Background: an optimization exercise with open tools, aiming at small area, a short achievable clock period and few clock cycles. Do not read the settings as production practice. In this exercise RTL edits were held to simulation tests only and were not proved equivalent to the original. Power and IR drop assume default switching activity.

==> design/flow/constraint.sdc <==
create_clock -name core_clock -period 5.0 [get_ports {clk}]
set_input_delay 1.0000 -clock core_clock [delete_from_list [all_inputs] [get_ports {clk}]]
set_output_delay 1.0000 -clock core_clock [all_outputs]
set_load 0.01 [all_outputs]
==> design/flow/design.v <==
module kb_keymap (
    input  wire       layer,
    input  wire [6:0] idx,
    output reg  [7:0] code
);
    always @(*) begin
        case ({layer, idx})
            {1'b0, 7'd0}: code = 8'h29;
            {1'b0, 7'd1}: code = 8'h35;
            {1'b0, 7'd2}: code = 8'h2B;
            {1'b0, 7'd3}: code = 8'h39;
            {1'b0, 7'd4}: code = 8'hE1;
            {1'b0, 7'd5}: code = 8'hE0;
            {1'b0, 7'd6}: code = 8'h3A;
            {1'b0, 7'd7}: code = 8'h1E;
            {1'b0, 7'd8}: code = 8'h14;
            {1'b0, 7'd9}: code = 8'h04;
            {1'b0, 7'd10}: code = 8'h1D;
            {1'b0, 7'd11}: code = 8'hE3;
            {1'b0, 7'd12}: code = 8'h3B;
            {1'b0, 7'd13}: code = 8'h1F;
            {1'b0, 7'd14}: code = 8'h1A;
            {1'b0, 7'd15}: code = 8'h16;
            {1'b0, 7'd16}: code = 8'h1B;
            {1'b0, 7'd17}: code = 8'hE2;
            {1'b0, 7'd18}: code = 8'h3C;
            {1'b0, 7'd19}: code = 8'h20;
            {1'b0, 7'd20}: code = 8'h08;
            {1'b0, 7'd21}: code = 8'h07;
            {1'b0, 7'd22}: code = 8'h06;
            {1'b0, 7'd24}: code = 8'h3D;
            {1'b0, 7'd25}: code = 8'h21;
            {1'b0, 7'd26}: code = 8'h15;
            {1'b0, 7'd27}: code = 8'h09;
            {1'b0, 7'd28}: code = 8'h19;
            {1'b0, 7'd30}: code = 8'h3E;
            {1'b0, 7'd31}: code = 8'h22;
            {1'b0, 7'd32}: code = 8'h17;
            {1'b0, 7'd33}: code = 8'h0A;
            {1'b0, 7'd34}: code = 8'h05;
            {1'b0, 7'd35}: code = 8'h2C;
            {1'b0, 7'd36}: code = 8'h3F;
            {1'b0, 7'd37}: code = 8'h23;
            {1'b0, 7'd38}: code = 8'h1C;
            {1'b0, 7'd39}: code = 8'h0B;
            {1'b0, 7'd40}: code = 8'h11;
            {1'b0, 7'd42}: code = 8'h40;
            {1'b0, 7'd43}: code = 8'h24;
            {1'b0, 7'd44}: code = 8'h18;
            {1'b0, 7'd45}: code = 8'h0D;
            {1'b0, 7'd46}: code = 8'h10;
            {1'b0, 7'd48}: code = 8'h41;
            {1'b0, 7'd49}: code = 8'h25;
            {1'b0, 7'd50}: code = 8'h0C;
            {1'b0, 7'd51}: code = 8'h0E;
            {1'b0, 7'd52}: code = 8'h36;
            {1'b0, 7'd54}: code = 8'h42;
            {1'b0, 7'd55}: code = 8'h26;
            {1'b0, 7'd56}: code = 8'h12;
            {1'b0, 7'd57}: code = 8'h0F;
            {1'b0, 7'd58}: code = 8'h37;
            {1'b0, 7'd59}: code = 8'hE6;
            {1'b0, 7'd60}: code = 8'h43;
            {1'b0, 7'd61}: code = 8'h27;
            {1'b0, 7'd62}: code = 8'h13;
            {1'b0, 7'd63}: code = 8'h33;
            {1'b0, 7'd64}: code = 8'h38;
            {1'b0, 7'd65}: code = 8'hE7;
            {1'b0, 7'd66}: code = 8'h44;
            {1'b0, 7'd67}: code = 8'h2D;
            {1'b0, 7'd68}: code = 8'h2F;
            {1'b0, 7'd69}: code = 8'h34;
            {1'b0, 7'd71}: code = 8'hE4;
            {1'b0, 7'd72}: code = 8'h45;
            {1'b0, 7'd73}: code = 8'h2E;
            {1'b0, 7'd74}: code = 8'h30;
            {1'b0, 7'd77}: code = 8'h50;
            {1'b0, 7'd78}: code = 8'h46;
            {1'b0, 7'd79}: code = 8'h2A;
            {1'b0, 7'd80}: code = 8'h31;
            {1'b0, 7'd81}: code = 8'h28;
            {1'b0, 7'd82}: code = 8'hE5;
            {1'b0, 7'd83}: code = 8'h51;
            {1'b0, 7'd84}: code = 8'h4C;
            {1'b0, 7'd85}: code = 8'h49;
            {1'b0, 7'd88}: code = 8'h52;
            {1'b0, 7'd89}: code = 8'h4F;
            {1'b0, 7'd90}: code = 8'h4A;
            {1'b0, 7'd91}: code = 8'h4B;
            {1'b0, 7'd92}: code = 8'h4E;
            {1'b0, 7'd93}: code = 8'h4D;
            {1'b1, 7'd0}: code = 8'h01;
            {1'b1, 7'd1}: code = 8'h35;
            {1'b1, 7'd2}: code = 8'h2B;
            {1'b1, 7'd3}: code = 8'h39;
            {1'b1, 7'd4}: code = 8'hE5;
            {1'b1, 7'd5}: code = 8'hE0;
            {1'b1, 7'd6}: code = 8'h7F;
            {1'b1, 7'd7}: code = 8'h1E;
            {1'b1, 7'd8}: code = 8'h14;
            {1'b1, 7'd9}: code = 8'h03;
            {1'b1, 7'd10}: code = 8'h1D;
            {1'b1, 7'd11}: code = 8'hE3;
            {1'b1, 7'd12}: code = 8'h80;
            {1'b1, 7'd13}: code = 8'h1F;
            {1'b1, 7'd14}: code = 8'h1A;
            {1'b1, 7'd15}: code = 8'h16;
            {1'b1, 7'd16}: code = 8'h1B;
            {1'b1, 7'd17}: code = 8'hE2;
            {1'b1, 7'd18}: code = 8'h81;
            {1'b1, 7'd19}: code = 8'h20;
            {1'b1, 7'd20}: code = 8'h08;
            {1'b1, 7'd21}: code = 8'h07;
            {1'b1, 7'd24}: code = 8'h74;
            {1'b1, 7'd25}: code = 8'h21;
            {1'b1, 7'd26}: code = 8'h15;
            {1'b1, 7'd27}: code = 8'h09;
            {1'b1, 7'd28}: code = 8'h19;
            {1'b1, 7'd30}: code = 8'h75;
            {1'b1, 7'd31}: code = 8'h22;
            {1'b1, 7'd32}: code = 8'h17;
            {1'b1, 7'd33}: code = 8'h0A;
            {1'b1, 7'd34}: code = 8'h05;
            {1'b1, 7'd36}: code = 8'h76;
            {1'b1, 7'd37}: code = 8'h23;
            {1'b1, 7'd38}: code = 8'h1C;
            {1'b1, 7'd39}: code = 8'h0B;
            {1'b1, 7'd40}: code = 8'h11;
            {1'b1, 7'd42}: code = 8'h77;
            {1'b1, 7'd43}: code = 8'h24;
            {1'b1, 7'd44}: code = 8'h18;
            {1'b1, 7'd45}: code = 8'h0D;
            {1'b1, 7'd46}: code = 8'h10;
            {1'b1, 7'd48}: code = 8'h78;
            {1'b1, 7'd49}: code = 8'h25;
            {1'b1, 7'd50}: code = 8'h0C;
            {1'b1, 7'd51}: code = 8'h0E;
            {1'b1, 7'd52}: code = 8'h36;
            {1'b1, 7'd54}: code = 8'h79;
            {1'b1, 7'd55}: code = 8'h26;
            {1'b1, 7'd56}: code = 8'h12;
            {1'b1, 7'd57}: code = 8'h0F;
            {1'b1, 7'd58}: code = 8'h37;
            {1'b1, 7'd59}: code = 8'hE6;
            {1'b1, 7'd60}: code = 8'h7A;
            {1'b1, 7'd61}: code = 8'h27;
            {1'b1, 7'd62}: code = 8'h13;
            {1'b1, 7'd63}: code = 8'h33;
            {1'b1, 7'd64}: code = 8'h38;
            {1'b1, 7'd65}: code = 8'hE7;
            {1'b1, 7'd66}: code = 8'h7B;
            {1'b1, 7'd67}: code = 8'h2D;
            {1'b1, 7'd68}: code = 8'h2F;
            {1'b1, 7'd69}: code = 8'h34;
            {1'b1, 7'd71}: code = 8'hE4;
            {1'b1, 7'd72}: code = 8'h7C;
            {1'b1, 7'd73}: code = 8'h2E;
            {1'b1, 7'd74}: code = 8'h30;
            {1'b1, 7'd77}: code = 8'h4A;
            {1'b1, 7'd78}: code = 8'h48;
            {1'b1, 7'd79}: code = 8'h2A;
            {1'b1, 7'd80}: code = 8'h31;
            {1'b1, 7'd81}: code = 8'h28;
            {1'b1, 7'd82}: code = 8'hE5;
            {1'b1, 7'd83}: code = 8'h4E;
            {1'b1, 7'd84}: code = 8'h47;
            {1'b1, 7'd85}: code = 8'h49;
            {1'b1, 7'd88}: code = 8'h4B;
            {1'b1, 7'd89}: code = 8'h4D;
            {1'b1, 7'd90}: code = 8'h02;
            {1'b1, 7'd91}: code = 8'h4B;
            {1'b1, 7'd92}: code = 8'h4E;
            {1'b1, 7'd93}: code = 8'h4D;
            default: code = 8'h00;
        endcase
    end
endmodule
module kb_report_encoder (
    input  wire        clk,
    input  wire        rst,
    input  wire        start,
    input  wire [95:0] deb,
    output wire        ready,
    output reg         done,
    output reg  [63:0] report,
    output wire        changed
);
    wire L = deb[95];
    reg        busy;
    reg  [2:0] ph;
    reg  [19:1] pst;     
    reg  [3:1] qst;     
    reg        valid, diffa, diffb;
    wire p0 = ~busy;
    wire active = busy | start;
    wire n0 = (deb[0] & ~L);
    wire n1 = deb[1];
    wire n2 = deb[2];
    wire n3 = deb[3];
    wire n4 = deb[6];
    wire n5 = deb[7];
    wire n6 = deb[8];
    wire n7 = (deb[9] & ~L);
    wire n8 = deb[10];
    wire n9 = deb[12];
    wire n10 = deb[13];
    wire n11 = deb[14];
    wire n12 = deb[15];
    wire n13 = deb[16];
    wire n14 = deb[18];
    wire n15 = deb[19];
    wire n16 = deb[20];
    wire n17 = deb[21];
    wire n18 = (deb[22] & ~L);
    wire n19 = deb[24];
    wire n20 = deb[25];
    wire n21 = deb[26];
    wire n22 = deb[27];
    wire n23 = deb[28];
    wire n24 = deb[30];
    wire n25 = deb[31];
    wire n26 = deb[32];
    wire n27 = deb[33];
    wire n28 = deb[34];
    wire n29 = (deb[35] & ~L);
    wire n30 = deb[36];
    wire n31 = deb[37];
    wire n32 = deb[38];
    wire n33 = deb[39];
    wire n34 = deb[40];
    wire n35 = deb[42];
    wire n36 = deb[43];
    wire n37 = deb[44];
    wire n38 = deb[45];
    wire n39 = deb[46];
    wire n40 = deb[48];
    wire n41 = deb[49];
    wire n42 = deb[50];
    wire n43 = deb[51];
    wire n44 = deb[52];
    wire n45 = deb[54];
    wire n46 = deb[55];
    wire n47 = deb[56];
    wire n48 = deb[57];
    wire n49 = deb[58];
    wire n50 = deb[60];
    wire n51 = deb[61];
    wire n52 = deb[62];
    wire n53 = deb[63];
    wire n54 = deb[64];
    wire n55 = deb[66];
    wire n56 = deb[67];
    wire n57 = deb[68];
    wire n58 = deb[69];
    wire n59 = deb[72];
    wire n60 = deb[73];
    wire n61 = deb[74];
    wire n62 = deb[77];
    wire n63 = deb[78];
    wire n64 = deb[79];
    wire n65 = deb[80];
    wire n66 = deb[81];
    wire n67 = deb[83];
    wire n68 = deb[84];
    wire n69 = deb[85];
    wire n70 = deb[88];
    wire n71 = deb[89];
    wire n72 = (deb[90] & ~L);
    wire n73 = deb[91];
    wire n74 = deb[92];
    wire n75 = deb[93];
    wire gt0 = p0;
    wire m0 = n0 & gt0;
    wire m1 = n1 & (gt0 | (pst[1] & qst[1]));
    wire m2 = n2 & (gt0 | (pst[1] & qst[2]));
    wire m3 = n3 & (gt0 | (pst[1] & qst[3]));
    wire a0 = m0 | m1 | m2 | m3;
    wire d0 = (m0 & m1) | (m0 & m2) | (m0 & m3) | (m1 & m2) | (m1 & m3) | (m2 & m3);
    wire h0 = m0;
    wire h1 = ~m0 & m1;
    wire h2 = ~m0 & ~m1 & m2;
    wire h3 = ~m0 & ~m1 & ~m2 & m3;
    wire af0_1 = m0;
    wire af0_2 = m0 | m1;
    wire af0_3 = m0 | m1 | m2;
    wire lc0_0 = h0 | h1 | h2 | h3;
    wire lc0_1 = h2;
    wire lc0_2 = h1;
    wire lc0_3 = h0 | h2 | h3;
    wire lc0_4 = h1 | h3;
    wire lc0_5 = h0 | h1 | h2 | h3;
    wire lc0_6 = 1'b0;
    wire lc0_7 = 1'b0;
    wire gt1 = (p0 | pst[1]);
    wire m4 = n4 & gt1;
    wire m5 = n5 & (gt1 | (pst[2] & qst[1]));
    wire m6 = n6 & (gt1 | (pst[2] & qst[2]));
    wire m7 = n7 & (gt1 | (pst[2] & qst[3]));
    wire a1 = m4 | m5 | m6 | m7;
    wire d1 = (m4 & m5) | (m4 & m6) | (m4 & m7) | (m5 & m6) | (m5 & m7) | (m6 & m7);
    wire h4 = m4;
    wire h5 = ~m4 & m5;
    wire h6 = ~m4 & ~m5 & m6;
    wire h7 = ~m4 & ~m5 & ~m6 & m7;
    wire af1_1 = m4;
    wire af1_2 = m4 | m5;
    wire af1_3 = m4 | m5 | m6;
    wire lc1_0 = (L & (h4));
    wire lc1_1 = h4 | h5;
    wire lc1_2 = h5 | h6 | h7 | (L & (h4));
    wire lc1_3 = h4 | h5;
    wire lc1_4 = h4 | h5 | h6;
    wire lc1_5 = h4;
    wire lc1_6 = (L & (h4));
    wire lc1_7 = 1'b0;
    wire gt2 = (p0 | pst[2]);
    wire m8 = n8 & gt2;
    wire m9 = n9 & (gt2 | (pst[3] & qst[1]));
    wire m10 = n10 & (gt2 | (pst[3] & qst[2]));
    wire m11 = n11 & (gt2 | (pst[3] & qst[3]));
    wire a2 = m8 | m9 | m10 | m11;
    wire d2 = (m8 & m9) | (m8 & m10) | (m8 & m11) | (m9 & m10) | (m9 & m11) | (m10 & m11);
    wire h8 = m8;
    wire h9 = ~m8 & m9;
    wire h10 = ~m8 & ~m9 & m10;
    wire h11 = ~m8 & ~m9 & ~m10 & m11;
    wire af2_1 = m8;
    wire af2_2 = m8 | m9;
    wire af2_3 = m8 | m9 | m10;
    wire lc2_0 = h8 | h10 | (~L & (h9));
    wire lc2_1 = h10 | h11 | (~L & (h9));
    wire lc2_2 = h8 | h10;
    wire lc2_3 = h8 | h10 | h11 | (~L & (h9));
    wire lc2_4 = h8 | h10 | h11 | (~L & (h9));
    wire lc2_5 = (~L & (h9));
    wire lc2_6 = 1'b0;
    wire lc2_7 = (L & (h9));
    wire gt3 = (p0 | pst[3]);
    wire m12 = n12 & gt3;
    wire m13 = n13 & (gt3 | (pst[4] & qst[1]));
    wire m14 = n14 & (gt3 | (pst[4] & qst[2]));
    wire m15 = n15 & (gt3 | (pst[4] & qst[3]));
    wire a3 = m12 | m13 | m14 | m15;
    wire d3 = (m12 & m13) | (m12 & m14) | (m12 & m15) | (m13 & m14) | (m13 & m15) | (m14 & m15);
    wire h12 = m12;
    wire h13 = ~m12 & m13;
    wire h14 = ~m12 & ~m13 & m14;
    wire h15 = ~m12 & ~m13 & ~m14 & m15;
    wire af3_1 = m12;
    wire af3_2 = m12 | m13;
    wire af3_3 = m12 | m13 | m14;
    wire lc3_0 = h13 | (L & (h14));
    wire lc3_1 = h12 | h13;
    wire lc3_2 = h12 | (~L & (h14));
    wire lc3_3 = h13 | (~L & (h14));
    wire lc3_4 = h12 | h13 | (~L & (h14));
    wire lc3_5 = h15 | (~L & (h14));
    wire lc3_6 = 1'b0;
    wire lc3_7 = (L & (h14));
    wire gt4 = (p0 | pst[4]);
    wire m16 = n16 & gt4;
    wire m17 = n17 & (gt4 | (pst[5] & qst[1]));
    wire m18 = n18 & (gt4 | (pst[5] & qst[2]));
    wire m19 = n19 & (gt4 | (pst[5] & qst[3]));
    wire a4 = m16 | m17 | m18 | m19;
    wire d4 = (m16 & m17) | (m16 & m18) | (m16 & m19) | (m17 & m18) | (m17 & m19) | (m18 & m19);
    wire h16 = m16;
    wire h17 = ~m16 & m17;
    wire h18 = ~m16 & ~m17 & m18;
    wire h19 = ~m16 & ~m17 & ~m18 & m19;
    wire af4_1 = m16;
    wire af4_2 = m16 | m17;
    wire af4_3 = m16 | m17 | m18;
    wire lc4_0 = h17 | (~L & (h19));
    wire lc4_1 = h17 | h18;
    wire lc4_2 = h17 | h18 | h19;
    wire lc4_3 = h16 | (~L & (h19));
    wire lc4_4 = h19;
    wire lc4_5 = h19;
    wire lc4_6 = (L & (h19));
    wire lc4_7 = 1'b0;
    wire gt5 = (p0 | pst[5]);
    wire m20 = n20 & gt5;
    wire m21 = n21 & (gt5 | (pst[6] & qst[1]));
    wire m22 = n22 & (gt5 | (pst[6] & qst[2]));
    wire m23 = n23 & (gt5 | (pst[6] & qst[3]));
    wire a5 = m20 | m21 | m22 | m23;
    wire d5 = (m20 & m21) | (m20 & m22) | (m20 & m23) | (m21 & m22) | (m21 & m23) | (m22 & m23);
    wire h20 = m20;
    wire h21 = ~m20 & m21;
    wire h22 = ~m20 & ~m21 & m22;
    wire h23 = ~m20 & ~m21 & ~m22 & m23;
    wire af5_1 = m20;
    wire af5_2 = m20 | m21;
    wire af5_3 = m20 | m21 | m22;
    wire lc5_0 = h20 | h21 | h22 | h23;
    wire lc5_1 = 1'b0;
    wire lc5_2 = h21;
    wire lc5_3 = h22 | h23;
    wire lc5_4 = h21 | h23;
    wire lc5_5 = h20;
    wire lc5_6 = 1'b0;
    wire lc5_7 = 1'b0;
    wire gt6 = (p0 | pst[6]);
    wire m24 = n24 & gt6;
    wire m25 = n25 & (gt6 | (pst[7] & qst[1]));
    wire m26 = n26 & (gt6 | (pst[7] & qst[2]));
    wire m27 = n27 & (gt6 | (pst[7] & qst[3]));
    wire a6 = m24 | m25 | m26 | m27;
    wire d6 = (m24 & m25) | (m24 & m26) | (m24 & m27) | (m25 & m26) | (m25 & m27) | (m26 & m27);
    wire h24 = m24;
    wire h25 = ~m24 & m25;
    wire h26 = ~m24 & ~m25 & m26;
    wire h27 = ~m24 & ~m25 & ~m26 & m27;
    wire af6_1 = m24;
    wire af6_2 = m24 | m25;
    wire af6_3 = m24 | m25 | m26;
    wire lc6_0 = h26 | (L & (h24));
    wire lc6_1 = h25 | h26 | h27 | (~L & (h24));
    wire lc6_2 = h24 | h26;
    wire lc6_3 = h27 | (~L & (h24));
    wire lc6_4 = h24 | h26;
    wire lc6_5 = h24 | h25;
    wire lc6_6 = (L & (h24));
    wire lc6_7 = 1'b0;
    wire gt7 = (p0 | pst[7]);
    wire m28 = n28 & gt7;
    wire m29 = n29 & (gt7 | (pst[8] & qst[1]));
    wire m30 = n30 & (gt7 | (pst[8] & qst[2]));
    wire m31 = n31 & (gt7 | (pst[8] & qst[3]));
    wire a7 = m28 | m29 | m30 | m31;
    wire d7 = (m28 & m29) | (m28 & m30) | (m28 & m31) | (m29 & m30) | (m29 & m31) | (m30 & m31);
    wire h28 = m28;
    wire h29 = ~m28 & m29;
    wire h30 = ~m28 & ~m29 & m30;
    wire h31 = ~m28 & ~m29 & ~m30 & m31;
    wire af7_1 = m28;
    wire af7_2 = m28 | m29;
    wire af7_3 = m28 | m29 | m30;
    wire lc7_0 = h28 | h31 | (~L & (h30));
    wire lc7_1 = h30 | h31;
    wire lc7_2 = h28 | h29 | h30;
    wire lc7_3 = h29 | (~L & (h30));
    wire lc7_4 = h30;
    wire lc7_5 = h29 | h30 | h31;
    wire lc7_6 = (L & (h30));
    wire lc7_7 = 1'b0;
    wire gt8 = (p0 | pst[8]);
    wire m32 = n32 & gt8;
    wire m33 = n33 & (gt8 | (pst[9] & qst[1]));
    wire m34 = n34 & (gt8 | (pst[9] & qst[2]));
    wire m35 = n35 & (gt8 | (pst[9] & qst[3]));
    wire a8 = m32 | m33 | m34 | m35;
    wire d8 = (m32 & m33) | (m32 & m34) | (m32 & m35) | (m33 & m34) | (m33 & m35) | (m34 & m35);
    wire h32 = m32;
    wire h33 = ~m32 & m33;
    wire h34 = ~m32 & ~m33 & m34;
    wire h35 = ~m32 & ~m33 & ~m34 & m35;
    wire af8_1 = m32;
    wire af8_2 = m32 | m33;
    wire af8_3 = m32 | m33 | m34;
    wire lc8_0 = h33 | h34 | (L & (h35));
    wire lc8_1 = h33 | (L & (h35));
    wire lc8_2 = h32 | (L & (h35));
    wire lc8_3 = h32 | h33;
    wire lc8_4 = h32 | h34 | (L & (h35));
    wire lc8_5 = (L & (h35));
    wire lc8_6 = h35;
    wire lc8_7 = 1'b0;
    wire gt9 = (p0 | pst[9]);
    wire m36 = n36 & gt9;
    wire m37 = n37 & (gt9 | (pst[10] & qst[1]));
    wire m38 = n38 & (gt9 | (pst[10] & qst[2]));
    wire m39 = n39 & (gt9 | (pst[10] & qst[3]));
    wire a9 = m36 | m37 | m38 | m39;
    wire d9 = (m36 & m37) | (m36 & m38) | (m36 & m39) | (m37 & m38) | (m37 & m39) | (m38 & m39);
    wire h36 = m36;
    wire h37 = ~m36 & m37;
    wire h38 = ~m36 & ~m37 & m38;
    wire h39 = ~m36 & ~m37 & ~m38 & m39;
    wire af9_1 = m36;
    wire af9_2 = m36 | m37;
    wire af9_3 = m36 | m37 | m38;
    wire lc9_0 = h38;
    wire lc9_1 = 1'b0;
    wire lc9_2 = h36 | h38;
    wire lc9_3 = h37 | h38;
    wire lc9_4 = h37 | h39;
    wire lc9_5 = h36;
    wire lc9_6 = 1'b0;
    wire lc9_7 = 1'b0;
    wire gt10 = (p0 | pst[10]);
    wire m40 = n40 & gt10;
    wire m41 = n41 & (gt10 | (pst[11] & qst[1]));
    wire m42 = n42 & (gt10 | (pst[11] & qst[2]));
    wire m43 = n43 & (gt10 | (pst[11] & qst[3]));
    wire a10 = m40 | m41 | m42 | m43;
    wire d10 = (m40 & m41) | (m40 & m42) | (m40 & m43) | (m41 & m42) | (m41 & m43) | (m42 & m43);
    wire h40 = m40;
    wire h41 = ~m40 & m41;
    wire h42 = ~m40 & ~m41 & m42;
    wire h43 = ~m40 & ~m41 & ~m42 & m43;
    wire af10_1 = m40;
    wire af10_2 = m40 | m41;
    wire af10_3 = m40 | m41 | m42;
    wire lc10_0 = h41 | (~L & (h40));
    wire lc10_1 = h43;
    wire lc10_2 = h41 | h42 | h43;
    wire lc10_3 = h42 | h43 | (L & (h40));
    wire lc10_4 = (L & (h40));
    wire lc10_5 = h41 | (L & (h40));
    wire lc10_6 = h40;
    wire lc10_7 = 1'b0;
    wire gt11 = (p0 | pst[11]);
    wire m44 = n44 & gt11;
    wire m45 = n45 & (gt11 | (pst[12] & qst[1]));
    wire m46 = n46 & (gt11 | (pst[12] & qst[2]));
    wire m47 = n47 & (gt11 | (pst[12] & qst[3]));
    wire a11 = m44 | m45 | m46 | m47;
    wire d11 = (m44 & m45) | (m44 & m46) | (m44 & m47) | (m45 & m46) | (m45 & m47) | (m46 & m47);
    wire h44 = m44;
    wire h45 = ~m44 & m45;
    wire h46 = ~m44 & ~m45 & m46;
    wire h47 = ~m44 & ~m45 & ~m46 & m47;
    wire af11_1 = m44;
    wire af11_2 = m44 | m45;
    wire af11_3 = m44 | m45 | m46;
    wire lc11_0 = (L & (h45));
    wire lc11_1 = h44 | h46 | h47 | (~L & (h45));
    wire lc11_2 = h44 | h46;
    wire lc11_3 = (L & (h45));
    wire lc11_4 = h44 | h47 | (L & (h45));
    wire lc11_5 = h44 | h46 | (L & (h45));
    wire lc11_6 = h45;
    wire lc11_7 = 1'b0;
    wire gt12 = (p0 | pst[12]);
    wire m48 = n48 & gt12;
    wire m49 = n49 & (gt12 | (pst[13] & qst[1]));
    wire m50 = n50 & (gt12 | (pst[13] & qst[2]));
    wire m51 = n51 & (gt12 | (pst[13] & qst[3]));
    wire a12 = m48 | m49 | m50 | m51;
    wire d12 = (m48 & m49) | (m48 & m50) | (m48 & m51) | (m49 & m50) | (m49 & m51) | (m50 & m51);
    wire h48 = m48;
    wire h49 = ~m48 & m49;
    wire h50 = ~m48 & ~m49 & m50;
    wire h51 = ~m48 & ~m49 & ~m50 & m51;
    wire af12_1 = m48;
    wire af12_2 = m48 | m49;
    wire af12_3 = m48 | m49 | m50;
    wire lc12_0 = h48 | h49 | h51 | (~L & (h50));
    wire lc12_1 = h48 | h49 | h50 | h51;
    wire lc12_2 = h48 | h49 | h51;
    wire lc12_3 = h48 | (L & (h50));
    wire lc12_4 = h49 | (L & (h50));
    wire lc12_5 = h49 | h51 | (L & (h50));
    wire lc12_6 = h50;
    wire lc12_7 = 1'b0;
    wire gt13 = (p0 | pst[13]);
    wire m52 = n52 & gt13;
    wire m53 = n53 & (gt13 | (pst[14] & qst[1]));
    wire m54 = n54 & (gt13 | (pst[14] & qst[2]));
    wire m55 = n55 & (gt13 | (pst[14] & qst[3]));
    wire a13 = m52 | m53 | m54 | m55;
    wire d13 = (m52 & m53) | (m52 & m54) | (m52 & m55) | (m53 & m54) | (m53 & m55) | (m54 & m55);
    wire h52 = m52;
    wire h53 = ~m52 & m53;
    wire h54 = ~m52 & ~m53 & m54;
    wire h55 = ~m52 & ~m53 & ~m54 & m55;
    wire af13_1 = m52;
    wire af13_2 = m52 | m53;
    wire af13_3 = m52 | m53 | m54;
    wire lc13_0 = h52 | h53 | (L & (h55));
    wire lc13_1 = h52 | h53 | (L & (h55));
    wire lc13_2 = (~L & (h55));
    wire lc13_3 = h54 | (L & (h55));
    wire lc13_4 = h52 | h53 | h54 | (L & (h55));
    wire lc13_5 = h53 | h54 | (L & (h55));
    wire lc13_6 = h55;
    wire lc13_7 = 1'b0;
    wire gt14 = (p0 | pst[14]);
    wire m56 = n56 & gt14;
    wire m57 = n57 & (gt14 | (pst[15] & qst[1]));
    wire m58 = n58 & (gt14 | (pst[15] & qst[2]));
    wire m59 = n59 & (gt14 | (pst[15] & qst[3]));
    wire a14 = m56 | m57 | m58 | m59;
    wire d14 = (m56 & m57) | (m56 & m58) | (m56 & m59) | (m57 & m58) | (m57 & m59) | (m58 & m59);
    wire h56 = m56;
    wire h57 = ~m56 & m57;
    wire h58 = ~m56 & ~m57 & m58;
    wire h59 = ~m56 & ~m57 & ~m58 & m59;
    wire af14_1 = m56;
    wire af14_2 = m56 | m57;
    wire af14_3 = m56 | m57 | m58;
    wire lc14_0 = h56 | h57 | (~L & (h59));
    wire lc14_1 = h57;
    wire lc14_2 = h56 | h57 | h58 | h59;
    wire lc14_3 = h56 | h57 | (L & (h59));
    wire lc14_4 = h58 | (L & (h59));
    wire lc14_5 = h56 | h57 | h58 | (L & (h59));
    wire lc14_6 = h59;
    wire lc14_7 = 1'b0;
    wire gt15 = (p0 | pst[15]);
    wire m60 = n60 & gt15;
    wire m61 = n61 & (gt15 | (pst[16] & qst[1]));
    wire m62 = n62 & (gt15 | (pst[16] & qst[2]));
    wire m63 = n63 & (gt15 | (pst[16] & qst[3]));
    wire a15 = m60 | m61 | m62 | m63;
    wire d15 = (m60 & m61) | (m60 & m62) | (m60 & m63) | (m61 & m62) | (m61 & m63) | (m62 & m63);
    wire h60 = m60;
    wire h61 = ~m60 & m61;
    wire h62 = ~m60 & ~m61 & m62;
    wire h63 = ~m60 & ~m61 & ~m62 & m63;
    wire af15_1 = m60;
    wire af15_2 = m60 | m61;
    wire af15_3 = m60 | m61 | m62;
    wire lc15_0 = 1'b0;
    wire lc15_1 = h60 | (~L & (h63)) | (L & (h62));
    wire lc15_2 = h60 | (~L & (h63));
    wire lc15_3 = h60 | (L & (h62 | h63));
    wire lc15_4 = h61 | (~L & (h62));
    wire lc15_5 = h60 | h61;
    wire lc15_6 = h62 | h63;
    wire lc15_7 = 1'b0;
    wire gt16 = (p0 | pst[16]);
    wire m64 = n64 & gt16;
    wire m65 = n65 & (gt16 | (pst[17] & qst[1]));
    wire m66 = n66 & (gt16 | (pst[17] & qst[2]));
    wire m67 = n67 & (gt16 | (pst[17] & qst[3]));
    wire a16 = m64 | m65 | m66 | m67;
    wire d16 = (m64 & m65) | (m64 & m66) | (m64 & m67) | (m65 & m66) | (m65 & m67) | (m66 & m67);
    wire h64 = m64;
    wire h65 = ~m64 & m65;
    wire h66 = ~m64 & ~m65 & m66;
    wire h67 = ~m64 & ~m65 & ~m66 & m67;
    wire af16_1 = m64;
    wire af16_2 = m64 | m65;
    wire af16_3 = m64 | m65 | m66;
    wire lc16_0 = h65 | (~L & (h67));
    wire lc16_1 = h64 | (L & (h67));
    wire lc16_2 = (L & (h67));
    wire lc16_3 = h64 | h66 | (L & (h67));
    wire lc16_4 = h65 | (~L & (h67));
    wire lc16_5 = h64 | h65 | h66;
    wire lc16_6 = h67;
    wire lc16_7 = 1'b0;
    wire gt17 = (p0 | pst[17]);
    wire m68 = n68 & gt17;
    wire m69 = n69 & (gt17 | (pst[18] & qst[1]));
    wire m70 = n70 & (gt17 | (pst[18] & qst[2]));
    wire m71 = n71 & (gt17 | (pst[18] & qst[3]));
    wire a17 = m68 | m69 | m70 | m71;
    wire d17 = (m68 & m69) | (m68 & m70) | (m68 & m71) | (m69 & m70) | (m69 & m71) | (m70 & m71);
    wire h68 = m68;
    wire h69 = ~m68 & m69;
    wire h70 = ~m68 & ~m69 & m70;
    wire h71 = ~m68 & ~m69 & ~m70 & m71;
    wire af17_1 = m68;
    wire af17_2 = m68 | m69;
    wire af17_3 = m68 | m69 | m70;
    wire lc17_0 = h69 | h71 | (L & (h68 | h70));
    wire lc17_1 = h70 | (~L & (h71)) | (L & (h68));
    wire lc17_2 = h68 | h71;
    wire lc17_3 = h69 | h71 | (~L & (h68)) | (L & (h70));
    wire lc17_4 = (~L & (h70));
    wire lc17_5 = 1'b0;
    wire lc17_6 = h68 | h69 | h70 | h71;
    wire lc17_7 = 1'b0;
    wire gt18 = (p0 | pst[18]);
    wire m72 = n72 & gt18;
    wire m73 = n73 & (gt18 | (1'b1 & qst[1]));
    wire m74 = n74 & (gt18 | (1'b1 & qst[2]));
    wire m75 = n75 & (gt18 | (1'b1 & qst[3]));
    wire a18 = m72 | m73 | m74 | m75;
    wire d18 = (m72 & m73) | (m72 & m74) | (m72 & m75) | (m73 & m74) | (m73 & m75) | (m74 & m75);
    wire h72 = m72;
    wire h73 = ~m72 & m73;
    wire h74 = ~m72 & ~m73 & m74;
    wire h75 = ~m72 & ~m73 & ~m74 & m75;
    wire af18_1 = m72;
    wire af18_2 = m72 | m73;
    wire af18_3 = m72 | m73 | m74;
    wire lc18_0 = h73 | h75;
    wire lc18_1 = h72 | h73 | h74;
    wire lc18_2 = h74 | h75;
    wire lc18_3 = h72 | h73 | h74 | h75;
    wire lc18_4 = 1'b0;
    wire lc18_5 = 1'b0;
    wire lc18_6 = h72 | h73 | h74 | h75;
    wire lc18_7 = 1'b0;
    reg  [18:0] pin;   
    integer s_, d_;
    always @(*) begin
        pin = {a18,a17,a16,a15,a14,a13,a12,a11,a10,a9,a8,a7,a6,a5,a4,a3,a2,a1,a0};
        for (d_ = 1; d_ < 19; d_ = d_ * 2)
            for (s_ = 18; s_ >= 0; s_ = s_ - 1)
                if ((s_ / d_) % 2 == 1) pin[s_] = pin[s_] | pin[(s_ / d_) * d_ - 1];
    end
    wire [19:0] P = {pin, 1'b0};   
    wire any = P[19];
    wire r0 = a0 & ~P[0];
    wire r1 = a1 & ~P[1];
    wire r2 = a2 & ~P[2];
    wire r3 = a3 & ~P[3];
    wire r4 = a4 & ~P[4];
    wire r5 = a5 & ~P[5];
    wire r6 = a6 & ~P[6];
    wire r7 = a7 & ~P[7];
    wire r8 = a8 & ~P[8];
    wire r9 = a9 & ~P[9];
    wire r10 = a10 & ~P[10];
    wire r11 = a11 & ~P[11];
    wire r12 = a12 & ~P[12];
    wire r13 = a13 & ~P[13];
    wire r14 = a14 & ~P[14];
    wire r15 = a15 & ~P[15];
    wire r16 = a16 & ~P[16];
    wire r17 = a17 & ~P[17];
    wire r18 = a18 & ~P[18];
    wire [7:0] code;
    assign code[0] = (r0 & lc0_0) | (r1 & lc1_0) | (r2 & lc2_0) | (r3 & lc3_0) | (r4 & lc4_0) | (r5 & lc5_0) | (r6 & lc6_0) | (r7 & lc7_0) | (r8 & lc8_0) | (r9 & lc9_0) | (r10 & lc10_0) | (r11 & lc11_0) | (r12 & lc12_0) | (r13 & lc13_0) | (r14 & lc14_0) | (r15 & lc15_0) | (r16 & lc16_0) | (r17 & lc17_0) | (r18 & lc18_0);
    assign code[1] = (r0 & lc0_1) | (r1 & lc1_1) | (r2 & lc2_1) | (r3 & lc3_1) | (r4 & lc4_1) | (r5 & lc5_1) | (r6 & lc6_1) | (r7 & lc7_1) | (r8 & lc8_1) | (r9 & lc9_1) | (r10 & lc10_1) | (r11 & lc11_1) | (r12 & lc12_1) | (r13 & lc13_1) | (r14 & lc14_1) | (r15 & lc15_1) | (r16 & lc16_1) | (r17 & lc17_1) | (r18 & lc18_1);
    assign code[2] = (r0 & lc0_2) | (r1 & lc1_2) | (r2 & lc2_2) | (r3 & lc3_2) | (r4 & lc4_2) | (r5 & lc5_2) | (r6 & lc6_2) | (r7 & lc7_2) | (r8 & lc8_2) | (r9 & lc9_2) | (r10 & lc10_2) | (r11 & lc11_2) | (r12 & lc12_2) | (r13 & lc13_2) | (r14 & lc14_2) | (r15 & lc15_2) | (r16 & lc16_2) | (r17 & lc17_2) | (r18 & lc18_2);
    assign code[3] = (r0 & lc0_3) | (r1 & lc1_3) | (r2 & lc2_3) | (r3 & lc3_3) | (r4 & lc4_3) | (r5 & lc5_3) | (r6 & lc6_3) | (r7 & lc7_3) | (r8 & lc8_3) | (r9 & lc9_3) | (r10 & lc10_3) | (r11 & lc11_3) | (r12 & lc12_3) | (r13 & lc13_3) | (r14 & lc14_3) | (r15 & lc15_3) | (r16 & lc16_3) | (r17 & lc17_3) | (r18 & lc18_3);
    assign code[4] = (r0 & lc0_4) | (r1 & lc1_4) | (r2 & lc2_4) | (r3 & lc3_4) | (r4 & lc4_4) | (r5 & lc5_4) | (r6 & lc6_4) | (r7 & lc7_4) | (r8 & lc8_4) | (r9 & lc9_4) | (r10 & lc10_4) | (r11 & lc11_4) | (r12 & lc12_4) | (r13 & lc13_4) | (r14 & lc14_4) | (r15 & lc15_4) | (r16 & lc16_4) | (r17 & lc17_4) | (r18 & lc18_4);
    assign code[5] = (r0 & lc0_5) | (r1 & lc1_5) | (r2 & lc2_5) | (r3 & lc3_5) | (r4 & lc4_5) | (r5 & lc5_5) | (r6 & lc6_5) | (r7 & lc7_5) | (r8 & lc8_5) | (r9 & lc9_5) | (r10 & lc10_5) | (r11 & lc11_5) | (r12 & lc12_5) | (r13 & lc13_5) | (r14 & lc14_5) | (r15 & lc15_5) | (r16 & lc16_5) | (r17 & lc17_5) | (r18 & lc18_5);
    assign code[6] = (r0 & lc0_6) | (r1 & lc1_6) | (r2 & lc2_6) | (r3 & lc3_6) | (r4 & lc4_6) | (r5 & lc5_6) | (r6 & lc6_6) | (r7 & lc7_6) | (r8 & lc8_6) | (r9 & lc9_6) | (r10 & lc10_6) | (r11 & lc11_6) | (r12 & lc12_6) | (r13 & lc13_6) | (r14 & lc14_6) | (r15 & lc15_6) | (r16 & lc16_6) | (r17 & lc17_6) | (r18 & lc18_6);
    assign code[7] = (r0 & lc0_7) | (r1 & lc1_7) | (r2 & lc2_7) | (r3 & lc3_7) | (r4 & lc4_7) | (r5 & lc5_7) | (r6 & lc6_7) | (r7 & lc7_7) | (r8 & lc8_7) | (r9 & lc9_7) | (r10 & lc10_7) | (r11 & lc11_7) | (r12 & lc12_7) | (r13 & lc13_7) | (r14 & lc14_7) | (r15 & lc15_7) | (r16 & lc16_7) | (r17 & lc17_7) | (r18 & lc18_7);
    wire qn1 = (r0 & af0_1) | (r1 & af1_1) | (r2 & af2_1) | (r3 & af3_1) | (r4 & af4_1) | (r5 & af5_1) | (r6 & af6_1) | (r7 & af7_1) | (r8 & af8_1) | (r9 & af9_1) | (r10 & af10_1) | (r11 & af11_1) | (r12 & af12_1) | (r13 & af13_1) | (r14 & af14_1) | (r15 & af15_1) | (r16 & af16_1) | (r17 & af17_1) | (r18 & af18_1);
    wire qn2 = (r0 & af0_2) | (r1 & af1_2) | (r2 & af2_2) | (r3 & af3_2) | (r4 & af4_2) | (r5 & af5_2) | (r6 & af6_2) | (r7 & af7_2) | (r8 & af8_2) | (r9 & af9_2) | (r10 & af10_2) | (r11 & af11_2) | (r12 & af12_2) | (r13 & af13_2) | (r14 & af14_2) | (r15 & af15_2) | (r16 & af16_2) | (r17 & af17_2) | (r18 & af18_2);
    wire qn3 = (r0 & af0_3) | (r1 & af1_3) | (r2 & af2_3) | (r3 & af3_3) | (r4 & af4_3) | (r5 & af5_3) | (r6 & af6_3) | (r7 & af7_3) | (r8 & af8_3) | (r9 & af9_3) | (r10 & af10_3) | (r11 & af11_3) | (r12 & af12_3) | (r13 & af13_3) | (r14 & af14_3) | (r15 & af15_3) | (r16 & af16_3) | (r17 & af17_3) | (r18 & af18_3);
    wire tb1_1 = a0 | a1;
    wire tb2_1 = (a0 & a1);
    wire tb1_2 = a2 | a3;
    wire tb2_2 = (a2 & a3);
    wire tb1_3 = a4 | a5;
    wire tb2_3 = (a4 & a5);
    wire tb1_4 = a6 | a7;
    wire tb2_4 = (a6 & a7);
    wire tb1_5 = a8 | a9;
    wire tb2_5 = (a8 & a9);
    wire tb1_6 = a10 | a11;
    wire tb2_6 = (a10 & a11);
    wire tb1_7 = a12 | a13;
    wire tb2_7 = (a12 & a13);
    wire tb1_8 = a14 | a15;
    wire tb2_8 = (a14 & a15);
    wire tb1_9 = a16 | a17;
    wire tb2_9 = (a16 & a17);
    wire tb1_10 = tb1_1 | tb1_2;
    wire tb2_10 = (tb1_1 & tb1_2) | tb2_1 | tb2_2;
    wire tb1_11 = tb1_3 | tb1_4;
    wire tb2_11 = (tb1_3 & tb1_4) | tb2_3 | tb2_4;
    wire tb1_12 = tb1_5 | tb1_6;
    wire tb2_12 = (tb1_5 & tb1_6) | tb2_5 | tb2_6;
    wire tb1_13 = tb1_7 | tb1_8;
    wire tb2_13 = (tb1_7 & tb1_8) | tb2_7 | tb2_8;
    wire tb1_14 = tb1_9 | a18;
    wire tb2_14 = (tb1_9 & a18) | tb2_9;
    wire tb1_15 = tb1_10 | tb1_11;
    wire tb2_15 = (tb1_10 & tb1_11) | tb2_10 | tb2_11;
    wire tb1_16 = tb1_12 | tb1_13;
    wire tb2_16 = (tb1_12 & tb1_13) | tb2_12 | tb2_13;
    wire tb1_17 = tb1_15 | tb1_16;
    wire tb2_17 = (tb1_15 & tb1_16) | tb2_15 | tb2_16;
    wire tb1_18 = tb1_17 | tb1_14;
    wire tb2_18 = (tb1_17 & tb1_14) | tb2_17 | tb2_14;
    wire more = tb2_18 | d0 | d1 | d2 | d3 | d4 | d5 | d6 | d7 | d8 | d9 | d10 | d11 | d12 | d13 | d14 | d15 | d16 | d17 | d18;
    wire [7:0] mods = ({8{deb[4]}} & (L ? 8'h20 : 8'h02)) | ({8{deb[5]}} & 8'h01) | ({8{deb[11]}} & 8'h08) | ({8{deb[17]}} & 8'h04) | ({8{deb[59]}} & 8'h40) | ({8{deb[65]}} & 8'h80) | ({8{deb[71]}} & 8'h10) | ({8{deb[82]}} & 8'h20);
    wire any9 = deb[10] | deb[12] | deb[13] | deb[14] | deb[15] | deb[16] | deb[18] | deb[19] | deb[20] | deb[21] | deb[24] | deb[25] | deb[26] | deb[27] | deb[28] | deb[30] | deb[31] | deb[32] | deb[33] | deb[34] | deb[36] | deb[37] | deb[38] | deb[39] | deb[40] | deb[42] | deb[43] | deb[44] | deb[45] | deb[46] | deb[48] | deb[49] | deb[50] | deb[51] | deb[52] | deb[54] | deb[55] | deb[56] | deb[57] | deb[58] | deb[60] | deb[61] | deb[62] | deb[63] | deb[64] | deb[66] | deb[67] | deb[68] | deb[69] | deb[72] | deb[73] | deb[74] | deb[77] | deb[78] | deb[79] | deb[80] | deb[81] | deb[83] | deb[84] | deb[85] | deb[88] | deb[89] | deb[91] | deb[92] | deb[93];
    wire any90 = deb[91] | deb[92] | deb[93];
    wire sent = L & (deb[0] | deb[9] | deb[90]);
    wire [7:0] sbyte = deb[90] ? (any90 ? 8'h01 : 8'h02) :
                       deb[9]  ? (any9  ? 8'h01 : 8'h03) : 8'h01;
    wire [2:0] phe = p0 ? 3'd0 : ph;
    wire ovf    = more & (phe == 3'd5);
    wire fill   = (p0 & sent) | ovf;
    wire [7:0] fb = ovf ? 8'h01 : sbyte;
    wire finish = fill | ~more;
    wire [7:0] old [0:5];
    reg  [5:0] en;
    reg  [7:0] d [0:5];
    integer s;
    always @(*) begin
        for (s = 0; s < 6; s = s + 1) begin
            en[s] = fill | (phe == s) | (finish & (phe < s));
            d[s]  = fill ? fb : ((phe == s) ? code : 8'h00);
        end
    end
    genvar gs;
    generate for (gs = 0; gs < 6; gs = gs + 1) begin : G_OLD
        assign old[gs] = report[16 + 8*gs +: 8];
    end endgenerate
    wire dmods = (mods != report[7:0]);
    reg  [7:0] old_ph;    
    reg  dfill, dzero, old_not01;
    always @(*) begin
        old_ph = 8'h00; dfill = 1'b0; dzero = 1'b0; old_not01 = 1'b0;
        for (s = 0; s < 6; s = s + 1) begin
            old_ph    = old_ph | ({8{phe == s}} & old[s]);
            dfill     = dfill | (old[s] != fb);
            dzero     = dzero | ((phe < s) & (old[s] != 8'h00));
            old_not01 = old_not01 | ((phe == s) & (old[s] != 8'h01));
        end
    end
    reg  [7:0] xr;
    reg        chg_r;
    wire xdiff = |xr;
    wire cmpen = ~fill & ~(p0 & ~valid);
    wire enow = (p0 & dmods) | (fill ? dfill : (finish & dzero));
    wire nz   = (mods != 8'h00) | sent | any;
    wire chg_fin = ovf ? (diffb | old_not01) :
                   p0  ? (valid ? enow : nz) : (diffa | xdiff | enow);
    assign changed = chg_r | xdiff;
    assign ready = ~busy;
    always @(posedge clk) begin
        if (rst) begin
            busy  <= 1'b0;
            done  <= 1'b0;
            valid <= 1'b0;
        end else begin
            done <= active & finish;
            busy <= active & ~finish;
            if (active & p0) valid <= 1'b1;
        end
        ph  <= phe + 3'd1;
        pst <= P[19:1];
        qst <= {qn3,qn2,qn1};
        xr  <= (active & cmpen) ? (code ^ old_ph) : 8'h00;
        if (active) begin
            if (p0) report[7:0] <= mods;
            for (s = 0; s < 6; s = s + 1)
                if (en[s]) report[16 + 8*s +: 8] <= d[s];
            report[15:8] <= 8'h00;
            chg_r <= chg_fin;
            diffa <= p0 ? (valid ? enow : 1'b1) : (diffa | xdiff | enow);
            diffb <= p0 ? (valid ? (dmods | old_not01) : 1'b1) : (diffb | old_not01);
        end
    end
endmodule
==> design/flow/config.mk <==
export PLATFORM = sky130hd
export DESIGN_NAME = kb_report_encoder
export DESIGN_NICKNAME = kb_report_encoder
export VERILOG_FILES = /design/flow/design.v
export SDC_FILE = /design/flow/constraint.sdc
export NUM_CORES = 4
export LEC_CHECK = 0
export ABC_AREA = 1
export CAP_MARGIN = 20
export CORE_MARGIN = 2
export CORE_UTILIZATION = 55
export SETUP_SLACK_MARGIN = 2.3
export SLEW_MARGIN = 20
==> design/flow/flow/run.sh <==
#!/bin/bash
# The standard layout (standard.sh), with every input and output port still
# buffered, but with a plain buffer cell (buf_1) instead of the resizer's
# default choice (a delay buffer, clkdlybuf4s50_1).
set -euo pipefail
export BUFFER_PORTS_ARGS="-buffer_cell sky130_fd_sc_hd__buf_1"
bash standard.sh > standard_flow.log 2>&1
==> design/flow/standard.sh <==
#!/bin/bash
# synth_recipe.tcl (not shown) runs the flow's synth.tcl, then flattens the netlist and writes it again
# the make line also repeats each setting of config.mk as NAME=value (left out here)
make -C /OpenROAD-flow-scripts/flow DESIGN_CONFIG=/design/flow/config.mk WORK_HOME=/design/flow/orfs CLKGATE_MAP_FILE= SYNTH_SCRIPT=/design/flow/synth_recipe.tcl "${@:-finish}"
==> results of run 1 <==
## metrics by stage
step,utilization [%],worst slack (ps),std cells
2_1_floorplan,-,1770,1406
3_3_place_gp,62.4,987,1744
3_5_place_dp,62.4,966,1744
4_1_cts,70.8,1920,1807
5_1_grt,79.2,1740,1876
6_report,79.2,1810,1876
## registers in the layout, indices dropped and copies added, names as in the netlist
| register | count |
|---|---|
| report | 56 |
| pst | 18 |
| xr | 8 |
| ph | 3 |
| qst | 3 |
| busy | 1 |
| chg_r | 1 |
| diffa | 1 |
| diffb | 1 |
| done | 1 |
| valid | 1 |
## path summary, 6_finish.rpt
check | startpoint | to
worst max-delay path | deb[95] | report[49]$_DFFE_PP_
worst min-delay path | ph[0]$_DFF_P_ | ph[0]$_DFF_P_
worst max register to register | busy$_SDFF_PP0_ | report[49]$_DFFE_PP_
worst min register to register | ph[0]$_DFF_P_ | ph[0]$_DFF_P_
## cells in the mapped netlist (24+ instances only)
cell,number
nand2_1,433
nor2_1,229
inv_1,194
edfxtp_1,59
nand3_1,51
nor3_1,45
o21ai_0,39
dfxtp_1,35
a21oi_1,34
nor2_2,27
nor4_1,27
nand4_1,24
## cell type report
class	instances	share of cell area (%)
multi-input cells	1077	53.9
flip-flops and latches	94	20.6
repair buffers	265	13.5
inverters	209	7.14
well taps	211	2.18
clock buffers	10	1.89
clock inverters	6	0.455
repair inverters	4	0.310
## timing repair
action / CTS / global route
setup endpoints to repair: 121 / 109
resized for setup: 161 / 192
buffers inserted: 45 / 67
pin swaps: 60 / 55
hold buffers: 0 / 0
gates cloned: 2 / 2
## power groups by stage
stage / combinational, mW / sequential [mW] / clock, mW
6_report: 0.723 / 0.939 / 0.706
4_1_cts: 0.594 / 0.935 / 0.692
3_5_place_dp: 0.510 / 0.954 / 0
5_1_grt: 0.765 / 0.940 / 0.720
2_1_floorplan: 0.340 / 0.942 / 0
3_3_place_gp: 0.506 / 0.953 / 0
## layer usage
metal  vias up  routed length (um)  share of wire, %  track usage (%)
li1       5052                   -                 -                -
met1      5039               13500                36             55.7
met2       940               16400                44             63.2
met3       182                5540                15             10.5
met4         0                2020               5.4             16.0
met5         -                   0                 0                0
## cell families (layout without fill, tap and decap cells)
family	after synthesis	in the layout	share of synthesized area, %
buf+inv	235	494	11.3
xor+xnor	11	11	1.12
compound gates	163	163	12.0
other cells	1	8	0.0436
fa+ha+maj	4	4	0.582
simple gates	891	891	46.2
flops	94	94	28.8
==> run notes, run 1 <==
most common cell after layout, fill and taps aside=nand2_1; n_diodes=0; Critical Path Fanout Max=7; WP depth=22; share of power burned in registers=about 40%; post-synth design cell area=approximately 8600 um^2; Die Span Y=roughly 130 um; post-synthesis sequential area ratio=between 20% and 30%; via count=11213; most frequent cells in the layout=nand2_1, nor2_1, inv_1, buf_1, buf_4; root buffer cell=clkbuf_16; drt initial violations=approximately 1500; Synth Flop Type=edfxtp_1; Layout area overhead=40.7%; Clock Tree Buf Depth=2; nets=about 1800; routed vias/inst=5.98; CTS tree=yes; slowest CP cell=a21boi_4; number of detailed-route iterations in the first pass=6; final hold slack=546 ps; core box area=~15000 um^2; Ports=~170; max_cap viols=0; internal power=between 1 and 1.5 mW; Synth Register Bits=94; dpl cell area=9520 um^2; first-pass GRT wire length=approximately 52 mm; HP Class=reg2reg; register area=2490 um^2; setup_tns=0 ps; final instance area=12100 um^2; Total Power=~2.4 mW; yosys synthesis warning count=2; Slew HR=a little over half; Max Slew Vio Count=0; RSZ-0062 raised after global routing=true; Avg WL per Cell=about 20 um; Yosys top cell area share=roughly a fifth; Antenna Violating Nets Remaining=0; Final period util=~64%; actual slew at the worst max-slew pin=684 ps; startpoint types=primary input; Die ar.=between 15000 and 20000 um^2; worst path buffer plus inverter count=8; endpoints failing setup=0; Setup crit end kind=flip-flop; HPWL Detailed=between 20 and 30 mm; static leakage=5.58 nW; GR Overflow Total=0; area of the multi-input gates=approximately 6500 um^2; Synth async-reset ratio=0%; antenna violations before repair=0; Combinational Power Share=a little under a third; vias in the first global route=between 9000 and 10000; filler instances=1136; Req. time, crit path=~5200 ps; critical path's largest stage delay=between 300 and 400 ps; Fin. Hold Viols=0; Die Width=between 100 and 150 um; status=finished clean; P per Cell Area=between 150 and 200 nW/um^2; DRC viols=0; Achievable Freq=~310 MHz; Post-Syn Instances=about 1400; Critical Path AT=between 3000 and 4000 ps; clock latency on the worst-skew pair=approximately 370 ps; CP Cell Sequence=buf_8 -> buf_8 -> inv_12 -> nand2_4 -> inv_2 -> nand2_2 -> nand2_4 -> nor2_4 -> nand2_4 -> buf_6 -> nand2_1 -> nand2_1 -> nor2_1 -> nand3_1 -> nor2_2 -> nand2_4 -> a21boi_4 -> inv_6 -> buf_12 -> nor2_4 -> inv_4 -> o21ai_2; syn avg cell area=6.14 um^2; Synth cell types=58; hold path depth=1; Tmin final=about 3200 ps; P_sw=0.891 mW; reg2reg setup slack=roughly 1800 ps; Fin Clk Skew=18.2 ps; Tot GR Track Use=41.1%; initial core utilization=between 50% and 60%; drt total wl=around 37 mm; pin count of the biggest net entering global routing=26; post-synth top area cell=edfxtp_1; Max IR drop VDD=between 150 and 200 uV; share of total power in the clock network=between 20% and 30%; cell mode on critical path=nand2_4; layout cells sized above 1=28.4%; Port-buffer cells=146; crit path kind=in2reg; Std-Cell Rows=45; Sink Count=between 90 and 100; clock transition at the registers of the reported paths=about 80 ps; GP Congestion=1.02; CP top delay family=simple AND/OR/NAND/NOR gates; synth top area cells=edfxtp_1, nand2_1, nor2_1, inv_1, dfxtp_1; clock buffer count from CTS=9; Post-synth EDFFs=slightly below 60; Switching Share=37.6%; H-tree depth=3; worst-case reg-to-reg path depth=22
Testbench counts, summed over its fixed seeds: cycles 5,590.
==> run 2, diff against run 1 <==
--- a/design/flow/config.mk
+++ b/design/flow/config.mk
@@ -10,4 +10,3 @@
 export CORE_MARGIN = 2
 export CORE_UTILIZATION = 55
-export SETUP_SLACK_MARGIN = 2.3
 export SLEW_MARGIN = 20
==> run 2 against run 1 <==
  * Still clean on timing, DRC and antenna
  * Cell area down 20%
  * Area after synthesis unchanged
  * Final cell count down 6.0%
  * Global-route usage decreased by 2.7 points
  * Sequential share of layout area rose by 5.1 points
  * Clock power about the same
  * Critical endpoint is now report[45]$_SDFFCE_PP0P_
==> run notes, run 2 <==
status=finished clean; Ports=166 (unchanged); Synth async-reset ratio=0% (unchanged); yosys synthesis warning count=2 (unchanged); post-synth design cell area=8600 um^2 (unchanged); CP Cell Sequence=buf_4 -> nand2_1 -> nand2_1 -> nand2_1 -> nor2_1 -> nand2_1 -> nor2_1 -> nand2_2 -> nand2_1 -> nand2_1 -> inv_1 -> nand2_1 -> nor2_1 -> nand2_2 -> nand2_1 -> a21oi_1 -> a21oi_1; Synth Flop Type=edfxtp_1; post-synthesis sequential area ratio=28.8% (unchanged); critical path's largest stage delay=830 ps (+520 ps); CP top delay family=simple AND/OR/NAND/NOR gates; endpoints failing setup=0 (unchanged); layout cells sized above 1=7.86% (-21 points); Std-Cell Rows=45 (unchanged); share of total power in the clock network=32.8% (+3.0 points); Die ar.=16600 um^2 (unchanged); synth top area cells=edfxtp_1, nand2_1, nor2_1, inv_1, dfxtp_1; final hold slack=507 ps (-38.7 ps); Slew HR=28.4% (-26 points); post-synth top area cell=edfxtp_1; worst path buffer plus inverter count=2 (-6); synth cell count leaders=nand2_1, nor2_1, inv_1; Max Slew Vio Count=0 (unchanged); first-pass GRT wire length=48.3 mm (-6.4%); max_cap viols=0 (unchanged); clock buffer count from CTS=9 (unchanged); Max IR drop VDD=188 uV (+4.3%); HP Class=reg2reg; Post-synth EDFFs=59 (unchanged); Layout area overhead=11.9%; Final period util=80.1% (+16 points); most frequent cells in the layout=nand2_1, nor2_1, inv_1, buf_1, edfxtp_1; Synth cell types=58 (unchanged); nets=1650 (-6.4%); actual slew at the worst max-slew pin=1070 ps (+390 ps); max FFs per register=56 (unchanged); initial core utilization=56.3% (unchanged); GR Overflow Total=0 (unchanged); post-layout util=63.0% (-16 points); slowest CP cell=a21oi_1; Post-Syn Instances=1399 (unchanged); number of buffers added for setup after CTS=0 (-100%); Die Span Y=129 um (unchanged); Fin Clk Skew=11.5 ps (-6.67 ps); setup_tns=0 ps (unchanged); core box area=15300 um^2 (unchanged); number of detailed-route iterations in the first pass=5 (-1); Most flops, register=report; startpoint types=flip-flop; pin count of the biggest net entering global routing=27 (+3.8%); GP Congestion=1.03 (+0.80%); H-tree depth=3 (unchanged); Achievable Freq=250 MHz (-20%); cell mode on critical path=nand2_1; P per Cell Area=225 nW/um^2 (+15%); most common cell after layout, fill and taps aside=nand2_1; count leader, synth=nand2_1; root buffer cell=clkbuf_16; RSZ-0062 raised after global routing=false; clock latency on the worst-skew pair=360 ps (about the same); Sink Count=94 (unchanged); Critical Path AT=3990 ps (+590 ps); Fin. Hold Viols=0 (unchanged); Setup crit end kind=flip-flop; Req. time, crit path=4990 ps (-210 ps); drt initial violations=1177 (-22%); DRC viols=0 (unchanged); Switching Share=36.2% (-1.4 points); Critical Path Fanout Max=26 (+19); HPWL Detailed=26.2 mm (-0.44%); routed vias/inst=5.75 (-3.7%); Antenna Violating Nets Remaining=0 (unchanged); P_sw=0.783 mW (-12%); # hold bufs at CTS=0 (unchanged); syn avg cell area=6.14 um^2 (unchanged); Post-CTS Resized=0 (-100%); Die Width=129 um (unchanged); CTS tree=yes; Synth Register Bits=94 (unchanged); filler instances=1573 (+38%); Port-buffer cells=146 (unchanged); via count=10145 (-9.5%); top flop regs=report: 56 flops, pst: 18 flops, xr: 8 flops; n_diodes=0 (unchanged); Yosys top cell area share=20.6% (unchanged); antenna violations before repair=0 (unchanged); non-filler cells in the finished layout=1763 (-6.0%); static leakage=4.65 nW (-17%); Avg WL per Cell=18.4 um (-8.0%); Tmin final=4010 ps (+812 ps); drt total wl=32.4 mm (-14%); crit path kind=reg2reg; vias in the first global route=8982 (-5.4%); share of power burned in registers=43.0% (+3.4 points); Post-Place Cells=1747 (+0.17%); Tot GR Track Use=38.4% (-2.7 points); Combinational Power Share=24.2% (-6.3 points); Clock Tree Buf Depth=2 (unchanged); internal power=1.38 mW (-6.7%); clock transition at the registers of the reported paths=80 ps (about the same)
==> run 2: area by class of cell <==
cell class	count	area (um^2)	share of cell area, %
clock inverter	7	62.6	0.651
inverter	209	790	8.21
timing repair buffer	156	623	6.48
sequential	94	2470	25.7
clock buffer	9	225	2.34
tap	211	264	2.75
multi-input combinational	1077	5180	53.9
==> run 2: per-layer routing <==
layer  wire length, um  part of all wire, %  global-route usage, %  up-vias
met5                 0                    0                      0        -
met4               892                  2.8                   12.5        0
met3              3660                   11                   7.68       80
met2             14100                   43                   59.9      625
met1             13800                   42                   53.8     4633
li1                  -                    -                      -     4807
==> run 2: path summary, 6_finish.rpt <==
check / from / to / slack, ps / depth (start not counted)
setup / recovery: busy$_SDFF_PP0_ / report[45]$_SDFFCE_PP0P_ / 990 / 17
hold reg to reg: ph[0]$_DFF_P_ / ph[0]$_DFF_P_ / 510 / 1
hold / removal: ph[0]$_DFF_P_ / ph[0]$_DFF_P_ / 510 / 1
setup reg to reg: busy$_SDFF_PP0_ / report[45]$_SDFFCE_PP0P_ / 990 / 17
==> run 2: power by group through the flow <==
| stage | Combinational (mW) | Sequential (mW) | Clock [mW] |
|---|---|---|---|
| global placement | 0.500 | 0.943 | 0 |
| global route | 0.571 | 0.932 | 0.737 |
| detailed placement | 0.503 | 0.944 | 0 |
| floorplan | 0.318 | 0.942 | 0 |
| CTS | 0.506 | 0.926 | 0.707 |
| finish | 0.523 | 0.929 | 0.709 |
==> run 2: stage by stage <==
step,total power [mW],area (um^2),setup slack (ps)
floorplan,1.26,8620,1230
global placement,1.44,9330,824
CTS,2.14,9620,1110
global route,2.24,9620,834
finish,2.16,9620,994
detailed placement,1.45,9330,776
==> run 2: cells by family after synthesis <==
family	count (synthesis)	share of synthesized area [%]
adders and majority gates	4	0.582
and+or+nand+nor	891	46.2
AOI/OAI and AO/OA	163	12.0
other	1	0.0436
xor gates and xnor gates	11	1.12
buffers and inverters	235	11.3
DFF	94	28.8
==> run 3, diff against run 2 <==
--- a/design/flow/config.mk
+++ b/design/flow/config.mk
@@ -10,3 +10,4 @@
 export CORE_MARGIN = 2
 export CORE_UTILIZATION = 55
+export SETUP_SLACK_MARGIN = 1.6
 export SLEW_MARGIN = 20
==> run 3 against run 2 <==
  * Area after synthesis unchanged
  * Utilization rose by 4.9 points
  * Sequential cell count unchanged
  * Global-route usage rose by 1.5 points
  * Cell area grew 7.8%
  * Sequential share of layout area is 1.8 points lower
  * Count of clock-buffer cells in the layout unchanged
  * Hold slack better by 7.4 ps
  * Total power up 5.5%
==> run notes, run 3 <==
Most flops, register=report; GR Overflow Total=0 (unchanged); Switching Share=35.6% (-0.59 points); yosys synthesis warning count=2 (unchanged); antenna violations before repair=0 (unchanged); post-synth top area cell=edfxtp_1; max_cap viols=0 (unchanged); clock transition at the registers of the reported paths=80 ps (about the same); vias in the first global route=9362 (+4.2%); worst path buffer plus inverter count=6 (+4); worst-case reg-to-reg path depth=20 (+3); final hold slack=514 ps (+7.44 ps); Post-synth EDFFs=59 (unchanged); count leader, synth=nand2_1; top flop regs=report: 56 flops, pst: 18 flops, xr: 8 flops; Achievable Freq=293 MHz (+18%); pin count of the biggest net entering global routing=27 (unchanged); startpoint types=flip-flop; initial core utilization=56.3% (unchanged); Req. time, crit path=5110 ps (+120 ps); Synth Flop Type=edfxtp_1; simple-gate share of the synthesized area=46.2% (unchanged); Synth async-reset ratio=0% (unchanged); cell mode on critical path=nor2_1; Setup WS post-layout=1590 ps (+599 ps); Fin. Hold Viols=0 (unchanged); CP top delay family=simple AND/OR/NAND/NOR gates; Max IR drop VDD=173 uV (-8.0%); layout cells sized above 1=13.8% (+6.0 points); internal power=1.47 mW (+6.4%); post-layout util=67.9% (+4.9 points); P per Cell Area=220 nW/um^2 (-2.1%); Final period util=68.2% (-12 points); Synth Area in Compound Gates=12.0% (unchanged); Tmin final=3410 ps (-599 ps); Clock Tree Buf Depth=2 (unchanged); most common cell after layout, fill and taps aside=nand2_1; Layout area overhead=20.6%; static leakage=4.88 nW (+5.1%); main combinational cell family by area after synthesis=simple AND/OR/NAND/NOR gates; Die Span Y=129 um (unchanged); HPWL Detailed=26.2 mm (about the same); filler instances=1460 (-7.2%); Die Width=129 um (unchanged); Synth Register Bits=94 (unchanged); share of total power in the clock network=33.3% (+0.5 points); share of power burned in registers=40.9% (-2.1 points); post-synth design cell area=8600 um^2 (unchanged); synth top area cells=edfxtp_1, nand2_1, nor2_1, inv_1, dfxtp_1; H-tree depth=3 (unchanged); RSZ-0062 raised after global routing=true; setup_tns=0 ps (unchanged); Fin Clk Skew=14.1 ps (+2.60 ps); Post-Syn Instances=1399 (unchanged); Antenna Violating Nets Remaining=0 (unchanged); CTS tree=yes; hold path depth=1 (unchanged); Critical Path Fanout Max=25 (-3.8%); nets=1674 (+1.5%); core box area=15300 um^2 (unchanged); xor/xnor share of the synthesized area=1.12% (unchanged); first-pass GRT wire length=50.1 mm (+3.6%); post-synthesis sequential area ratio=28.8% (unchanged); Synth cell types=58 (unchanged); max FFs per register=56 (unchanged); Avg WL per Cell=18.9 um (+2.6%); pre-CTS setup slack=901 ps (+125 ps); Max Slew Vio Count=0 (unchanged); via count=10387 (+2.4%); P_sw=0.812 mW (+3.7%); Ports=166 (unchanged); synth cell count leaders=nand2_1, nor2_1, inv_1; post-synthesis adder-cell area fraction=0.582% (unchanged); Slew HR=43.5% (+15 points); Setup crit end kind=flip-flop; Sink Count=94 (unchanged); drt initial violations=1269 (+7.8%); HP Class=reg2reg; Port-buffer cells=146 (unchanged); root buffer cell=clkbuf_16; mux cell area share after synthesis=0% (unchanged); clock latency on the worst-skew pair=360 ps (about the same); n_diodes=0 (unchanged); Std-Cell Rows=45 (unchanged); Critical Path AT=3520 ps (-470 ps); critical path's largest stage delay=370 ps (-460 ps); Die ar.=16600 um^2 (unchanged); CP Cell Sequence=inv_8 -> nor2_2 -> nor2_1 -> inv_1 -> nand2_1 -> nor2_1 -> nand2_2 -> nor2_4 -> nand2_8 -> buf_4 -> nor2_1 -> inv_1 -> nand2_1 -> nor3b_1 -> inv_1 -> nor3_1 -> nand3_1 -> nor3_4 -> buf_12 -> nor2_1; DRC viols=0 (unchanged); drt total wl=33.7 mm (+4.0%); Yosys top cell area share=20.6% (unchanged); actual slew at the worst max-slew pin=826 ps (-248 ps); syn avg cell area=6.14 um^2 (unchanged); routed vias/inst=5.81 (+1.0%); Combinational Power Share=25.8% (+1.6 points); GP Congestion=1.05 (+2.4%); endpoints failing setup=0 (unchanged); WP depth=20 (+3); most frequent cells in the layout=nand2_1, nor2_1, inv_1, buf_1, edfxtp_1; crit path kind=reg2reg; slowest CP cell=dfxtp_4; clock buffer count from CTS=9 (unchanged); number of detailed-route iterations in the first pass=6 (+1); Tot GR Track Use=39.9% (+1.5 points); status=finished clean
-- run 3: cell types whose count changed in the layout (fill, tap and decap cells not counted), moves of 6 or more --
cell / change
nor2_1: -21
nand2_1: -17
nor2_4: +16
buf_4: +14
nand2_2: +12
buf_12: +6
inv_1: -6
nor3_1: -6
-- run 3: layer usage --
layer	track usage (%)	wire [um]	share of wire (%)
met2	66.8	15700	47
met1	49.6	12600	37
met3	6.19	3200	9.5
met5	0	0	0
met4	22.0	2190	6.5
-- run 3: logic make-up after synthesis --
logic type      Yosys count
simple gates            891
buf+inv                 235
compound gates          163
flops                    94
xor+xnor                 11
fa+ha+maj                 4
other cells               1
-- run 3: metrics by stage --
step | std cells | area, um^2 | total power, mW
after floorplan | 1406 | 8660 | 1.26
after global placement | 1747 | 9370 | 1.45
after detailed placement | 1747 | 9370 | 1.45
after CTS | 1770 | 9930 | 2.22
after global routing | 1787 | 10400 | 2.36
final | 1787 | 10400 | 2.28
-- run 3: area by class of cell --
type,instances,area (um^2),area share [%]
Inverter,209,801,7.73
Multi-Input combinational cell,1077,5580,53.9
Tap cell,211,264,2.55
Sequential cell,94,2480,23.9
Clock buffer,9,225,2.17
Clock inverter,7,87.6,0.845
Timing Repair Buffer,180,923,8.91
-- run 3: power groups by stage --
stage,registers [mW],logic [mW],clock network [mW]
CTS,0.929,0.539,0.753
floorplan,0.942,0.322,0
detailed placement,0.947,0.508,0
global placement,0.946,0.503,0
global route,0.936,0.638,0.786
finish,0.932,0.588,0.759
-- run 3: path summary, 6_finish.rpt --
| path | from | endpoint | slack, ps |
|---|---|---|---|
| max | busy$_SDFF_PP0_ | report[28]$_SDFFCE_PP0P_ | 1590 |
| min | ph[0]$_DFF_P_ | ph[0]$_DFF_P_ | 510 |
| max reg2reg | busy$_SDFF_PP0_ | report[28]$_SDFFCE_PP0P_ | 1590 |
| min reg2reg | ph[0]$_DFF_P_ | ph[0]$_DFF_P_ | 510 |
-- run 3: what timing repair did --
action | in CTS | in global routing
cloned | 1 | 0
hold buffers | 0 | 0
resized for setup | 39 | 79
buffers inserted | 6 | 17
pin swaps | 8 | 24
endpoints found under the setup margin | 95 | 104

==> separate check: timing with driven ports <==
No port has a modelled driver above. Below, the same layouts with a new extraction and two added sets of constraints. Step 1, drivers: a clkbuf_16 drives clk and a buf_2 each remaining input, both assumed. Step 2 moves the port delays by t, midway between the first and last clock arrival at a register: inputs arrive t later, outputs are due t later. That takes back most of the time a late clock gives input paths. a / b / c = no drivers / after step 1 / after step 2; a / b = the first two.
run | t (ns) | setup slack, ns | pins driven straight from the clock port
run 1 | 0.407 | 1.806 / 1.787 / 1.380 | 1
run 2 | 0.406 | 0.994 / 0.994 / 0.680 | 1
run 3 | 0.402 | 1.592 / 1.592 / 1.208 | 1
After both steps setup and hold are still met in every run listed. The setup slack of run 1, which loses most, moves by -0.019 ns with the drivers and by -0.426 ns with both steps.
